What follows belongs to an exercise in optimizing a design on an open flow for small area, a short achievable clock period and few clock cycles per item; a production flow would make more cautious choices.
Function was checked by simulation only, so behaviour that the tests miss may differ from the original.
No activity file was given, so power comes from the tool's default toggle rates.

Setup of job 2137:
## fquot
module fquot (
    input  wire        clk,
    input  wire        rst,         
    input  wire        start,
    input  wire [47:0] n,
    input  wire [31:0] d,
    output reg         busy,
    output reg         done,
    output reg  [63:0] q
);
    reg        dvd;             
    reg        zn, zd;          
    reg [31:0] rem;             
    reg [31:0] dv;              
    reg [5:0]  en;              
    reg [4:0]  ed;              
    reg [4:0]  cnt;             
    reg [2:0] bn;
    reg [1:0] bd;
    integer i;
    always @* begin
        bn = 3'd5;
        for (i = 0; i < 6; i = i + 1)
            if (n[8*i +: 8] != 8'd0) bn = 3'd5 - i[2:0];
        bd = 2'd3;
        for (i = 0; i < 4; i = i + 1)
            if (d[8*i +: 8] != 8'd0) bd = 2'd3 - i[1:0];
    end
    wire [47:0] n_b = n << {bn, 3'd0};
    wire [31:0] d_b = d << {bd, 3'd0};
    wire        n_ok  = rem[31] || rem[30];
    wire        n_z2  = (rem[30:29] == 2'd0);
    wire        d_ok  = dv[31];
    wire        d_z2  = (dv[31:30] == 2'd0);
    wire        spec  = zn || zd;
    wire [33:0] x     = {rem, q[63:62]};
    wire [34:0] a3    = {1'b0, x};
    wire [34:0] b3    = ~{3'd0, dv};
    wire [34:0] e3    = ~{2'd0, dv, 1'b0};
    wire [34:0] ss3   = a3 ^ b3 ^ e3;
    wire [34:0] cc3   = (a3 & b3) | (a3 & e3) | (b3 & e3);
    wire [34:0] s1    = {1'b0, x} - {3'd0, dv};
    wire [34:0] s2    = {1'b0, x} - {2'd0, dv, 1'b0};
    wire [34:0] s3    = ss3 + {cc3[33:0], 1'b0} + 35'd2;
    wire        c1    = !s1[34];
    wire        c2    = !s2[34];
    wire        c3    = !s3[34];
    wire        go    = dvd || (n_ok && d_ok);
    wire        fix   = !dvd && !c2;                
    wire        last  = (cnt == 5'd26);
    wire        qh    = c2;
    wire        ql    = c3 || (c1 && !c2);
  ...
Size in the first run: about 2000 cells after synthesis, about 150 flip-flops.
clock: 10.0 ns
lec_check: 0
cap_margin: 20
core_margin: 2
core_utilization: 40
setup_slack_margin: 5
slew_margin: 20
standard.sh (not shown) runs the stock make flow with config.mk's settings and CLKGATE_MAP_FILE= SYNTH_SCRIPT=/design/flow/synth_recipe.tcl, a recipe that flattens the netlist after the stock synthesis.
==> flow/flow/run.sh <==
#!/bin/bash
# The standard layout (standard.sh, unchanged synthesis and steps), with
# the port buffers made from sky130_fd_sc_hd__buf_1 instead of the delay
# cell buffer_ports picks by default, and timing repair aiming for 6.2 ns of
# setup slack.  make's full output goes to make.log.
set -euo pipefail
bash standard.sh "BUFFER_PORTS_ARGS=-buffer_cell sky130_fd_sc_hd__buf_1" SETUP_SLACK_MARGIN=6.2 finish > make.log 2>&1
Looking at the reports, job 2137 completed the entire flow and the layout it produced met the timing, DRC and antenna checks.
Testbench counts of job 2137, summed over its fixed seeds: cycles 15,736, divisions 512.
Input changes introduced in job 1973 (baseline for comparison: job 2137):
Settings: CORE_UTILIZATION changed from 40 to 55.
==> flow/run.sh (new file) <==
#!/bin/bash
# synth_recipe.tcl (not shown) runs the flow's synth.tcl, then flattens the netlist and writes it again
# the make line also repeats each setting of config.mk as NAME=value (left out here)
make -C /OpenROAD-flow-scripts/flow DESIGN_CONFIG=/design/flow/config.mk WORK_HOME=/design/flow/orfs CLKGATE_MAP_FILE= SYNTH_SCRIPT=/design/flow/synth_recipe.tcl finish
removed: flow/flow/run.sh
removed: flow/standard.sh
Findings:
Job 1973 | status: complete | timing, DRC, antenna: pass
Compared with job 2137, total power density per cell area in job 1973 decreased by a few percent.
Post-route clock period utilization in job 1973 is 6.4 points above job 2137.
Summary of job 1973 over job 2137: core footprint fell by 27%; layout clock buffer count fell by 5; utilization rose by 14 points.
Per the comparison of job 1973 with job 2137, iteration count of the initial detailed-routing pass now sits higher, fraction of area in non-clock buffers now sits lower.
> inputs changed (job 1973 -> job 9474)
Settings: CORE_UTILIZATION now 40, was 55.
==> flow/flow/run.sh (new file) <==
#!/bin/bash
# The standard layout (standard.sh, unchanged synthesis and steps), with
# the port buffers made from sky130_fd_sc_hd__buf_1 instead of the delay
# cell buffer_ports picks by default.  make's full output goes to make.log.
set -euo pipefail
bash standard.sh "BUFFER_PORTS_ARGS=-buffer_cell sky130_fd_sc_hd__buf_1" finish > make.log 2>&1
==> flow/standard.sh (new file) <==
#!/bin/bash
# synth_recipe.tcl (not shown) runs the flow's synth.tcl, then flattens the netlist and writes it again
# the make line also repeats each setting of config.mk as NAME=value (left out here)
make -C /OpenROAD-flow-scripts/flow DESIGN_CONFIG=/design/flow/config.mk WORK_HOME=/design/flow/orfs CLKGATE_MAP_FILE= SYNTH_SCRIPT=/design/flow/synth_recipe.tcl "${@:-finish}"
removed: flow/run.sh
==> run notes <==
- Job 9474: no failed stages, no open violations at the end
- On job 9474: met1 usage is 13 points lower than what job 1973 gave.
- Delta (job 9474 minus job 1973): detailed-routed wire length on met2 +14%; smallest hold slack picked up an extra 0.021 ns.
- From job 1973 to job 9474 the numbers moved as follows: final setup slack of the worst path grew by 0.035 ns; worst slew margin relative to its limit shrank by 11 points; share of synthesized cell area in full adder, half adder and majority cells held steady.
- Job 1973 has higher starting density of the core than job 9474.
- Taking job 1973 as the reference point, the total wire length after detailed routing of job 9474 rises by 7.7%.
- Post-layout minimum cycle time ended up 0.035 ns lower on job 9474 than on job 1973.
- Critical path data arrival time, job 9474 and job 1973: smaller value in job 1973
- Fraction of area in registers ended up 1.1 points higher on job 9474 than on job 1973.
For job 3093, these inputs were changed with respect to job 9474:
==> flow/flow/run.sh <==
#!/bin/bash
# The standard layout (standard.sh, unchanged synthesis and steps), with
# the port buffers made from sky130_fd_sc_hd__buf_1 instead of the delay
# cell buffer_ports picks by default, and timing repair aiming for 5.8 ns of
# setup slack.  make's full output goes to make.log.
set -euo pipefail
bash standard.sh "BUFFER_PORTS_ARGS=-buffer_cell sky130_fd_sc_hd__buf_1" SETUP_SLACK_MARGIN=5.8 finish > make.log 2>&1
Results
Job 9474 has a lower total detailed-routing wirelength than job 3093. Against job 9474 as the reference, job 3093 delivers a lower required time of the critical path. Lower cell leakage power goes to job 9474 over job 3093.

* * *

## job 101
fquot again, from the RTL that the note above started with.
==> flow/config.mk <==
export PLATFORM = sky130hd
export DESIGN_NAME = fquot
export DESIGN_NICKNAME = fquot
export VERILOG_FILES = /design/flow/design.v
export SDC_FILE = /design/flow/constraint.sdc
export NUM_CORES = 4
export LEC_CHECK = 0
export CAP_MARGIN = 20
export CORE_MARGIN = 2
export CORE_UTILIZATION = 40
export SETUP_SLACK_MARGIN = 5
export SLEW_MARGIN = 20
==> flow/constraint.sdc <==
create_clock -name core_clock -period 10.0 [get_ports {clk}]
set_input_delay 2.0000 -clock core_clock [delete_from_list [all_inputs] [get_ports {clk}]]
set_output_delay 2.0000 -clock core_clock [all_outputs]
set_load 0.01 [all_outputs]
==> flow/flow/run.sh <==
#!/bin/bash
# The standard layout (standard.sh, unchanged synthesis and steps), with
# the port buffers made from sky130_fd_sc_hd__buf_1 instead of the delay
# cell buffer_ports picks by default, and timing repair aiming for 5.6 ns of
# setup slack.  make's full output goes to make.log.
set -euo pipefail
bash standard.sh "BUFFER_PORTS_ARGS=-buffer_cell sky130_fd_sc_hd__buf_1" SETUP_SLACK_MARGIN=5.6 finish > make.log 2>&1
Testbench counts of job 101, summed over its fixed seeds: cycles 15,736, divisions 512.
--- input diff job 101..job 102 ---
==> flow/run.sh (new file) <==
#!/bin/bash
# synth_recipe.tcl (not shown) runs the flow's synth.tcl, then flattens the netlist and writes it again
# the make line also repeats each setting of config.mk as NAME=value (left out here)
make -C /OpenROAD-flow-scripts/flow DESIGN_CONFIG=/design/flow/config.mk WORK_HOME=/design/flow/orfs CLKGATE_MAP_FILE= SYNTH_SCRIPT=/design/flow/synth_recipe.tcl finish
removed: flow/flow/run.sh
removed: flow/standard.sh
Findings:
Job 101 has a lower clock-buffer cell count than job 102.
Going from job 101 to job 102, count of plain and timing-repair buffers lost 28%; clock skew picked up an extra 0.0035 ns.
Comparing job 101 and job 102, the lower layout cell share with drive strength beyond 1 is on job 102.
Post-route worst setup slack was higher in the run labelled job 101.
A cell with the largest stage delay on the worst path of a211oi_1 is what job 102 shows, while edfxtp_1 belongs to job 101.
NOTE cell count job 101->job 102 decreased by a few percent
Count of inserted antenna diode cells was lower in job 101 than in job 102.
Sort job 101 and job 102 by wire length of the first global-routing pass, descending, and job 101 comes first.

## separate check: timing with driven ports
How much do the figures lean on ideal ports? The routed layouts below were timed once more, with nothing changed but the port constraints.
Step 1 assumes that a clkbuf_16 drives the clock port and a buf_2 every other input.
Step 2, shift: input delay + t, output delay - t, t = (earliest + latest rising clock arrival at the registers) / 2. This alone moves slack from input paths to output paths.
Three values: ideal ports, drivers, drivers and shift; two values: the first two.
run	shift t [ns]	setup WS [ns]	worst setup path after step 2	latest minus earliest clock arrival (ns)	worst slew at a driven data input, ns
job 2137	0.516	5.739 / 5.739 / 5.387	input to register	0.012 / 0.013	0.04
job 1973	0.488	5.104 / 5.117 / 4.647	input to register	0.021 / 0.021	0.05
job 9474	0.524	5.139 / 5.139 / 4.670	input to register	0.010 / 0.010	0.04
job 3093	0.510	5.694 / 5.694 / 5.255	input to register	0.019 / 0.018	0.03
job 101	0.531	5.576 / 5.576 / 5.210	input to register	0.012 / 0.012	0.04
job 102	0.512	5.105 / 5.105 / 4.637	input to register	0.016 / 0.016	0.07
After both steps every run listed still meets setup and hold. The setup slack of job 9474, which loses most, moves by 0.000 ns with the drivers and by -0.469 ns with both steps.
